What follows belongs to an exercise in optimizing a design on an open flow for small area, a short achievable clock period and few clock cycles per item; a production flow would make more cautious choices. The RTL of this run was laid out without a check of its function. Power figures rest on the tool's default switching activity, not on a simulated workload.

==> flow/design.v <==
module si_add #(parameter W = 34) (
    input  wire [W-1:0] a,
    input  wire [W-1:0] b,
    input  wire         ci,
    output wire [W-1:0] s
);
    wire [W-1:0] p = a ^ b;
    wire [W-1:0] g0 = a & b;
    localparam integer TOPD = 1 << ($clog2(W) - 1);    
    reg  [W-1:0] G, P;
    integer d, i;
    always @* begin
        G = {g0[W-1:1], g0[0] | (p[0] & ci)};
        P = p;
        for (d = 1; d < W; d = d * 2)
            for (i = 2 * d - 1; i < W; i = i + 2 * d) begin
                G[i] = G[i] | (P[i] & G[i - d]);
                P[i] = P[i] & P[i - d];
            end
        for (d = TOPD / 2; d >= 1; d = d / 2)
            for (i = 3 * d - 1; i < W; i = i + 2 * d) begin
                G[i] = G[i] | (P[i] & G[i - d]);
                P[i] = P[i] & P[i - d];
            end
    end
    assign s = p ^ {G[W-2:0], ci};
endmodule
module si_step #(parameter WR = 32, WM = 32, WX = 34) (
    input  wire [WR-1:0] r,
    input  wire [WM-1:0] c,
    input  wire          da,
    input  wire          db,
    input  wire [WM-1:0] m,
    output wire [WR-1:0] rn,
    output wire [1:0]    q
);
    wire [WX-1:0] a  = {{(WX-WR-1){1'b0}}, r, da};
    wire [WX-1:0] b  = {{(WX-WM){1'b0}}, c};
    wire [WX-1:0] n1 = ~{{(WX-WM){1'b0}}, m};
    wire [WX-1:0] n2 = ~{{(WX-WM-1){1'b0}}, m, 1'b0};
    wire [WX-1:0] s1 = a ^ b ^ n1;
    wire [WX-1:0] k1 = (a & b) | (a & n1) | (b & n1);
    wire [WX-1:0] s2 = a ^ b ^ n2;
    wire [WX-1:0] k2 = (a & b) | (a & n2) | (b & n2);
    wire [WX-1:0] x, y1, y2;
    si_add #(WX) ax (.a(a),  .b(b),                    .ci(db), .s(x));
    si_add #(WX) a1 (.a(s1), .b({k1[WX-2:0], 1'b1}),   .ci(db), .s(y1));    
    si_add #(WX) a2 (.a(s2), .b({k2[WX-2:0], 1'b1}),   .ci(db), .s(y2));    
    assign q  = !y2[WX-1] ? 2'd2 : !y1[WX-1] ? 2'd1 : 2'd0;
    assign rn = !y2[WX-1] ? y2[WR-1:0] : !y1[WX-1] ? y1[WR-1:0] : x[WR-1:0];
endmodule
module si_step1 (
    input  wire [14:0] r,
    input  wire [15:0] c,
    input  wire        off,
    output wire [14:0] rn,
    output wire [1:0]  q
);
    wire [17:0] a  = {2'b0, r, 1'b0};
    wire [17:0] b  = {2'b0, c};
    wire [17:0] n0 = off ? ~18'd22050 : ~18'd0;
    wire [17:0] n1 = off ? ~18'd44100 : ~18'd22050;
    wire [17:0] n2 = off ? ~18'd66150 : ~18'd44100;
    wire [17:0] s0 = a ^ b ^ n0;
    wire [17:0] k0 = (a & b) | (a & n0) | (b & n0);
    wire [17:0] s1 = a ^ b ^ n1;
    wire [17:0] k1 = (a & b) | (a & n1) | (b & n1);
    wire [17:0] s2 = a ^ b ^ n2;
    wire [17:0] k2 = (a & b) | (a & n2) | (b & n2);
    wire [17:0] y0, y1, y2;
    si_add #(18) a0 (.a(s0), .b({k0[16:0], 1'b1}), .ci(1'b0), .s(y0));    
    si_add #(18) a1 (.a(s1), .b({k1[16:0], 1'b1}), .ci(1'b0), .s(y1));    
    si_add #(18) a2 (.a(s2), .b({k2[16:0], 1'b1}), .ci(1'b0), .s(y2));    
    assign q  = !y2[17] ? 2'd2 : !y1[17] ? 2'd1 : 2'd0;
    assign rn = !y2[17] ? y2[14:0] : !y1[17] ? y1[14:0] : y0[14:0];
endmodule
module si_fast (
    input  wire [15:0] r,
    input  wire [3:0]  v,
    output wire [15:0] rn,
    output wire        ge,
    output reg  [4:0]  q
);
    reg  [13:0] t;
    reg  [15:0] sub, sub1;
    integer j;
    always @* begin
        t = 14'd0;
        for (j = 0; j < 16; j = j + 1)
            if (v == j) t = j * 907;
        q = 5'd0;
        sub = 16'd0;
        sub1 = 16'd22050;
        for (j = 0; j < 128; j = j + 1)
            if (r[15:9] == j) begin
                q    = (j * 8192) / 22050;
                sub  = ((j * 8192) / 22050) * 22050;
                sub1 = ((j * 8192) / 22050) * 22050 + 22050;
            end
    end
    wire [15:0] a  = {r[11:0], 4'd0};
    wire [15:0] b  = {2'd0, t};
    wire [15:0] n  = ~sub;
    wire [15:0] s  = a ^ b ^ n;
    wire [15:0] k  = (a & b) | (a & n) | (b & n);
    wire [15:0] d;
    si_add #(16) ad (.a(s), .b({k[14:0], 1'b1}), .ci(1'b0), .s(d));
    wire [15:0] n1 = ~sub1;
    wire [15:0] s1 = a ^ b ^ n1;
    wire [15:0] k1 = (a & b) | (a & n1) | (b & n1);
    wire [15:0] d1;
    si_add #(16) ad1 (.a(s1), .b({k1[14:0], 1'b1}), .ci(1'b0), .s(d1));
    assign rn = d;
    assign ge = ~d1[15];
endmodule
module seq_index (
    input  wire        clk,
    input  wire        rst,
    input  wire        in_valid,
    output wire        in_ready,
    input  wire [31:0] in_block,
    input  wire [31:0] in_num,
    input  wire [31:0] in_den,
    input  wire [12:0] in_len,
    output wire        out_valid,
    input  wire        out_ready,
    output wire [11:0] out_index
);
    reg         rdy;                   
    reg         ov;                    
    reg  [11:0] oidx;
    reg         busy1;                 
    reg         fast;                  
    reg  [5:0]  pos;                   
    reg         started;               
    reg  [31:0] scan;                  
    reg  [15:0] c1, r1;                 
    wire        e = (c1 >= 16'd22050);   
    reg  [31:0] c2, r2;                
    reg  [11:0] c3, M;
    reg  [31:0] den;
    reg  [12:0] len, len3;            
    reg         t2v, t2ph, t2sw, t2fin, t2b, t2f, t2e, t2g;
    reg  [1:0]  t2d;
    reg  [4:0]  t2q;
    reg         t3v, t3ph, t3sw, t3fin, t3b;
    reg  [1:0]  t3d;
    wire stall = t3v & t3fin & ov;
    wire        ph1     = pos[5];
    wire        fa      = fast & ~ph1;                
    wire [4:0]  ppos    = pos[4:0];
    wire        z16     = (scan[31:16] == 16'd0);
    wire        z8      = (scan[31:24] == 8'd0);
    wire        can16   = ~started & z16 & (ppos <= 5'd16);
    wire        can8    = ~started & z8  & (ppos <= 5'd24);
    wire        can4    = ~started & (scan[31:28] == 4'd0) & (ppos <= 5'd28);
    wire        skip    = can16 | can8 | can4;
    wire [5:0]  inc     = can16 ? 6'd16 : can8 ? 6'd8 : (can4 | fa) ? 6'd4 : 6'd1;
    wire [5:0]  pos_n   = pos + inc;
    wire        sw1     = (pos_n[5] != pos[5]);       
    wire        fin1    = sw1 & ph1;
    wire [14:0] s1r;
    wire [15:0] f1r;
    wire        f1ge;
    wire [1:0]  s1d;
    wire [4:0]  f1q;
    si_step1 u1 (.r(r1[14:0]), .c(scan[31] ? c1 : 16'd0), .off(scan[31] & e),
                 .rn(s1r), .q(s1d));
    si_fast uf (.r(r1), .v(scan[31:28]), .rn(f1r), .ge(f1ge), .q(f1q));
    wire [15:0] r1_n = fa ? f1r : {1'b0, s1r};
    wire [31:0] s2r;
    wire [1:0]  s2d;
    si_step #(.WR(32), .WM(32), .WX(34)) u2 (
        .r(r2), .c((t2g ? c2 : 32'd0) | {27'd0, t2q}),
        .da(t2d[1] | t2e), .db(t2d[1] | t2d[0]), .m(den),
        .rn(s2r), .q(s2d));
    wire [4:0]  acc_lo  = {1'b0, r2[3:0]} + {1'b0, t2q[4:1]};
    wire [23:0] acc_hi  = r2[27:4] + acc_lo[4];
    wire [31:0] acc     = {acc_hi, acc_lo[3:0], t2q[0], 3'd0};
    wire        t2acc   = t2f & ~t2sw;               
    wire [11:0] s3r;
    si_step #(.WR(12), .WM(13), .WX(15)) u3 (
        .r(M), .c((t3b & t3ph) ? {1'b0, c3} : 13'd0),
        .da(t3d[1]), .db(t3d[1] | t3d[0]), .m(len3),
        .rn(s3r), .q());
    wire fin3    = t3v & t3fin & ~ov;           
    wire busy1_n = rdy ? in_valid : (busy1 & ~fin1);
    wire t2v_n   = busy1;
    wire t3v_n   = stall ? t3v : t2v;
    wire t3fin_n = stall ? t3fin : t2fin;
    wire ov_n    = fin3 | (ov & ~out_ready);
    wire t2fin_n = busy1 & fin1;
    wire rdy_n   = ~busy1_n &
                   ((~t2v_n & (~t3v_n | (t3fin_n & ~ov_n))) |
                    (t2v_n & t2fin_n & ~ov_n & ~(t3v_n & t3fin_n)));
    wire fast_in = (in_den[31:26] != 6'd0) |
                   ((in_num[31:24] == 8'd0) & (in_den[31:18] != 14'd0)) |
                   ((in_num[31:16] == 16'd0) & (in_den[31:10] != 22'd0));
    always @(posedge clk) begin
        if (rst) begin
            rdy   <= 1'b1;
            ov    <= 1'b0;
            busy1 <= 1'b0;
            t2v   <= 1'b0;
            t3v   <= 1'b0;
        end else begin
            rdy   <= rdy_n;
            ov    <= ov_n;
            busy1 <= busy1_n;
            t2v   <= t2v_n;
            t3v   <= t3v_n;
        end
    end
    always @(posedge clk) begin
        if (fin3) oidx <= s3r;
        if (!stall) begin
            M     <= (~t3v | t3sw) ? 12'd0 : s3r;
            t3ph  <= t2v & t2ph;
            t3sw  <= t2sw;
            t3fin <= t2fin;
            t3b   <= t2v & t2b;
            t3d   <= (t2v & ~t2acc) ? s2d : 2'd0;
        end
        if (t3v & t3sw & ~t3fin) c3 <= s3r;
        r2 <= (~t2v | t2sw) ? 32'd0 : t2acc ? acc : s2r;
        if (t2v & t2sw & ~t2fin) c2 <= s2r;
        len3  <= len;
        t2ph  <= busy1 & ph1;
        t2sw  <= busy1 & sw1;
        t2fin <= busy1 & fin1;
        t2b   <= busy1 & ~fa & scan[31];
        t2d   <= (busy1 & ~fa) ? s1d : 2'd0;
        t2f   <= busy1 & fa;
        t2q   <= (busy1 & fa) ? f1q : 5'd0;
        t2e   <= busy1 & fa & sw1 & f1ge;
        t2g   <= busy1 & ph1 & scan[31];
        pos   <= pos_n;
        scan  <= sw1   ? c2 :
                 can16 ? {scan[15:0], 16'd0} :
                 can8  ? {scan[23:0], 8'd0} :
                 (can4 | fa) ? {scan[27:0], 4'd0} :
                         {scan[30:0], 1'b0};
        r1    <= sw1 ? 16'd0 : r1_n;
        if (~skip) started <= 1'b1;
        if (sw1) begin
            started <= 1'b0;
            c1      <= r1_n;
        end
        if (rdy) begin
            fast    <= fast_in;
            pos     <= 6'd0;
            started <= 1'b0;
            scan    <= in_num;
            c2      <= in_block;
            c1      <= 16'd907;
            r1      <= 16'd0;
            r2      <= 32'd0;
            den     <= in_den;
            len     <= in_len;
        end
    end
    assign in_ready  = rdy;
    assign out_valid = ov;
    assign out_index = oidx;
endmodule
==> flow/flow/run.sh <==
#!/bin/bash
set -euo pipefail
bash standard.sh SETUP_SLACK_MARGIN=11 finish > standard_finish.log 2>&1
==> flow/standard.sh <==
#!/bin/bash
# synth_recipe.tcl (not shown) runs the flow's synth.tcl, then flattens the netlist and writes it again
# the make line also repeats each setting of config.mk as NAME=value (left out here)
make -C /OpenROAD-flow-scripts/flow DESIGN_CONFIG=/design/flow/config.mk WORK_HOME=/design/flow/orfs CLKGATE_MAP_FILE= SYNTH_SCRIPT=/design/flow/synth_recipe.tcl "${@:-finish}"
==> flow/config.mk <==
export PLATFORM = sky130hd
export DESIGN_NAME = seq_index
export DESIGN_NICKNAME = seq_index
export VERILOG_FILES = /design/flow/design.v
export SDC_FILE = /design/flow/constraint.sdc
export NUM_CORES = 4
export LEC_CHECK = 0
export CAP_MARGIN = 20
export CORE_MARGIN = 2
export CORE_UTILIZATION = 40
export SLEW_MARGIN = 20
==> flow/constraint.sdc <==
create_clock -name core_clock -period 16.0 [get_ports {clk}]
set_input_delay 3.2000 -clock core_clock [delete_from_list [all_inputs] [get_ports {clk}]]
set_output_delay 3.2000 -clock core_clock [all_outputs]
set_load 0.01 [all_outputs]
==> results.tsv <==
metric	value	unit
reg2reg_depth	24	
drt-total-wl	92700	um
hp-start	len[8]$_DFFE_PP_	
finalSetupTns	0	ps
post-route-drc-count	0	
critical_path_buf_inv_count	2	
overflow	0	
status	timing/DRC/antenna clean	
timing.slew.headroom	30.3	%
critPathMaxStageDelay	550	ps
routabilityCongestion	0.978	
io-pin-count	127	
tightest_slew	1040	ps
first_pass_iters	9	
num-nets-final	3711	
p_total	4270	uW
hold_viol_final	0	
clk_path_buf_depth	3	
power_density	134	nW/um2
wl_met1	39300	um
r2r_end	c1[15]$_SDFFE_PP0P_	
worst_path_max_delay_cell	or4_4	
post-place-ws	9710	ps
r2r-start	r1[13]$_SDFF_PP0_	
leakage	0.0149	uW
antenna_found_initial	1	
synth-edff-count	119	
nFillCells	5992	
h-tree-depth	2	
hpwl	68100	um
clock_latency	550	ps
cp_data_required_time	16430	ps
synth.net_count	3521	
worst-setup-path-type	register to register	
post_drt_wl_per_cell	23.0	um
yosysSeqAreaShare	24.2	%
async_flop_share	0	%
rsz0062_at_grt	yes	
rrSetupSlack	10890	ps
layout_min_cycle_time	5110	ps
endpoint_kind	register	
grt_max_degree	178	
setup_viol	0	
vias_per_cell	5.88	
top_layer	met4	
synth_area	26000	um2
critPathMaxFanout	7	
cts_num_sinks	255	
skew	21.4	ps
die_y	259	um
netlist-cell-type-count	84	
cts-root-buf	clkbuf_16	
area_delta_synth_final	22.7	%
yosys_warnings	6	
finalCritPeriodShare	31.9	%
clk_pin_slew	60	ps
maxSlewViolCount	0	
core_area	64300	um2
wl_met2	43400	um
hold_path_depth	0	
grt_pass1_wl	141000	um
rows	93	
ant_nets	0	
die_w	259	um
timing.fmax	196	MHz
cp.arrival	5540	ps
grt_pass1_vias	24000	
initial_core_util	40.4	%
die_area	67000	um2
path_cells	buf_12 > buf_4 > nand2_1 > nor2_1 > a21boi_2 > nand2_1 > or4_4 > o21ai_4 > ha_4 > ha_4 > a21o_1 > a21o_1 > a21o_1 > a21o_1 > a21oi_2 > o21ai_2 > o41a_1 > a31o_2 > fa_2 > xnor2_2 > xnor2_1 > xnor2_1 > nor2_1 > a22o_1	
grt_use_total	27.2	%
ys_ff_latch	255	
dominantRegCellSynth	dfxtp_1	
cts_tree	built	
drv_cap	0	
ir_drop	0.000142	V
min_to	len3[8]$_DFF_P_	
drive_gt1_share	13.3	%
avgSynthCellArea	8.78	um2
setup_slack	10890	ps
cts_made_buffers	35	
met3_length	6960	um
ctsHoldBuffers	0	
cp_top_family	compound AO/OA/AOI/OAI gates	
syn_inst	2959	
drt-initial-drc-count	2145	
port_buffers	126	
cp_common_cell	a21o_1	
startpoint_type	register	
num_vias	23700	
hp-class	register to register	
## Yosys cell counts (50+ instances only)
| library cell | number | area [um2] |
|---|---|---|
| a21oi_1 | 181 | 906 |
| nor3_1 | 71 | 355 |
| nand2_1 | 278 | 1040 |
| o21ai_0 | 179 | 896 |
| xor2_1 | 71 | 622 |
| ha_1 | 229 | 2870 |
| nor2_1 | 189 | 709 |
| nand3_1 | 60 | 300 |
| clkbuf_1 | 105 | 394 |
| fa_1 | 220 | 4400 |
| inv_1 | 404 | 1520 |
| dfxtp_1 | 136 | 2720 |
| edfxtp_1 | 119 | 3570 |
| xnor2_1 | 50 | 438 |
| a21o_1 | 77 | 578 |
| mux2i_1 | 52 | 521 |
## report_power, final
group          total [uW]  switching, uW  internal (uW)
Clock                 788            318            470
Sequential            822           67.4            755
Combinational        2660           1500           1160
## registers in the layout (all words and copies together) (netlist names), 13 cells and up
name	cells
c1	16
r1	16
scan	32
len3	13
r2	32
len	13
c2	32
den	32
## cell families (layout without fill, tap and decap cells)
kind of cell / Yosys count / after routing / synth area share (%)
AO/OA/AOI/OAI: 772 / 773 / 19.8
multiplexers: 60 / 60 / 2.35
buffers and inverters: 537 / 752 / 7.92
XOR/XNOR: 122 / 122 / 4.17
adder cells (fa/ha/maj): 449 / 449 / 28.0
flip-flops: 255 / 255 / 24.2
AND/OR/NAND/NOR: 764 / 764 / 13.5
other: 0 / 1 / 0
## cell type report
cell class | count | area (um2) | area share, %
Antenna cell | 1 | 2.50 | 0.00785
Multi-Input combinational cell | 2168 | 18700 | 58.7
Timing Repair Buffer | 280 | 3030 | 9.51
Tap cell | 855 | 1070 | 3.36
Clock buffer | 51 | 1080 | 3.39
Inverter | 409 | 1560 | 4.91
Sequential cell | 255 | 6340 | 19.9
Clock inverter | 12 | 77.6 | 0.243
## per-layer routing
metal	up-vias	GRT usage (%)
met3	220	4.25
met5	-	0
met1	11700	36.3
li1	10700	-
met4	0	9.15
met2	1069	45.0
## placed cells by master, fill, tap and decap left out, types with 21 or more instances in the layout
cell type          n
buf_4            106
ha_1             219
fa_1             211
a211oi_1          21
a21oi_1          175
nor2_1           170
a21o_1            75
nand2b_1          26
nand3_1           56
o211ai_1          37
nor3_1            63
clkdlybuf4s50_1  126
dfxtp_1          124
mux2i_1           51
xor2_1            68
xnor2_1           45
nand2_1          254
o21ai_0          164
inv_1            395
clkbuf_16         43
edfxtp_1         119
a32oi_1           29
o21a_1            30
## through the flow
step	instances	instance area [um2]	util (%)	hold slack, ps
6_report	4031	31900	49.5	339
5_1_grt	4031	31900	49.5	347
2_1_floorplan	2959	26100	-	323
3_5_place_dp	3849	28300	43.9	331
3_3_place_gp	3849	28300	43.9	329
4_1_cts	3999	30900	48.1	338
## worst max path at each step
stage / endpoint / cells after the start / slack [ps] / from
6_report: c1[15]$_SDFFE_PP0P_ / 24 / 10890 / r1[13]$_SDFF_PP0_
5_1_grt: c1[15]$_SDFFE_PP0P_ / 23 / 10690 / r1[15]$_SDFF_PP0_
4_1_cts: c1[15]$_SDFFE_PP0P_ / 23 / 10850 / r1[15]$_SDFF_PP0_
3_5_place_dp: c1[15]$_SDFFE_PP0P_ / 23 / 9710 / r1[9]$_SDFF_PP0_
3_3_place_gp: c1[15]$_SDFFE_PP0P_ / 23 / 9740 / r1[9]$_SDFF_PP0_
2_1_floorplan: c1[15]$_SDFFE_PP0P_ / 24 / 10960 / r1[13]$_SDFF_PP0_
## what timing repair did
item,in CTS,in global routing
pin swaps,44,51
endpoints found under the setup margin,134,118
gates resized for setup,156,124
gates cloned,10,5
setup buffers,77,25

## what the ideal ports hide
Ports are ideal in the flow. The routed layout listed here was re-timed in OpenROAD. Step 1 sets driving cells, clkbuf_16 on the clock port and buf_2 on the other inputs (assumed; they add their load-dependent delay and slew). Step 2 adds t to the input delays and takes it off the output delays; t is the mean of the earliest and latest rising clock arrival at the registers after step 1. Input paths then give back, and output paths get back, about the clock's delay inside the block. a / b / c = no drivers / after step 1 / after step 2; a / b = the first two.
t, ns: 0.603
setup slack, ns: 10.889 / 10.889 / 10.887
pins driven straight from the clock port: 1
After both steps setup and hold are still met in this run. For this run, drivers alone change the setup slack by 0.000 ns; drivers and shift together by -0.002 ns.
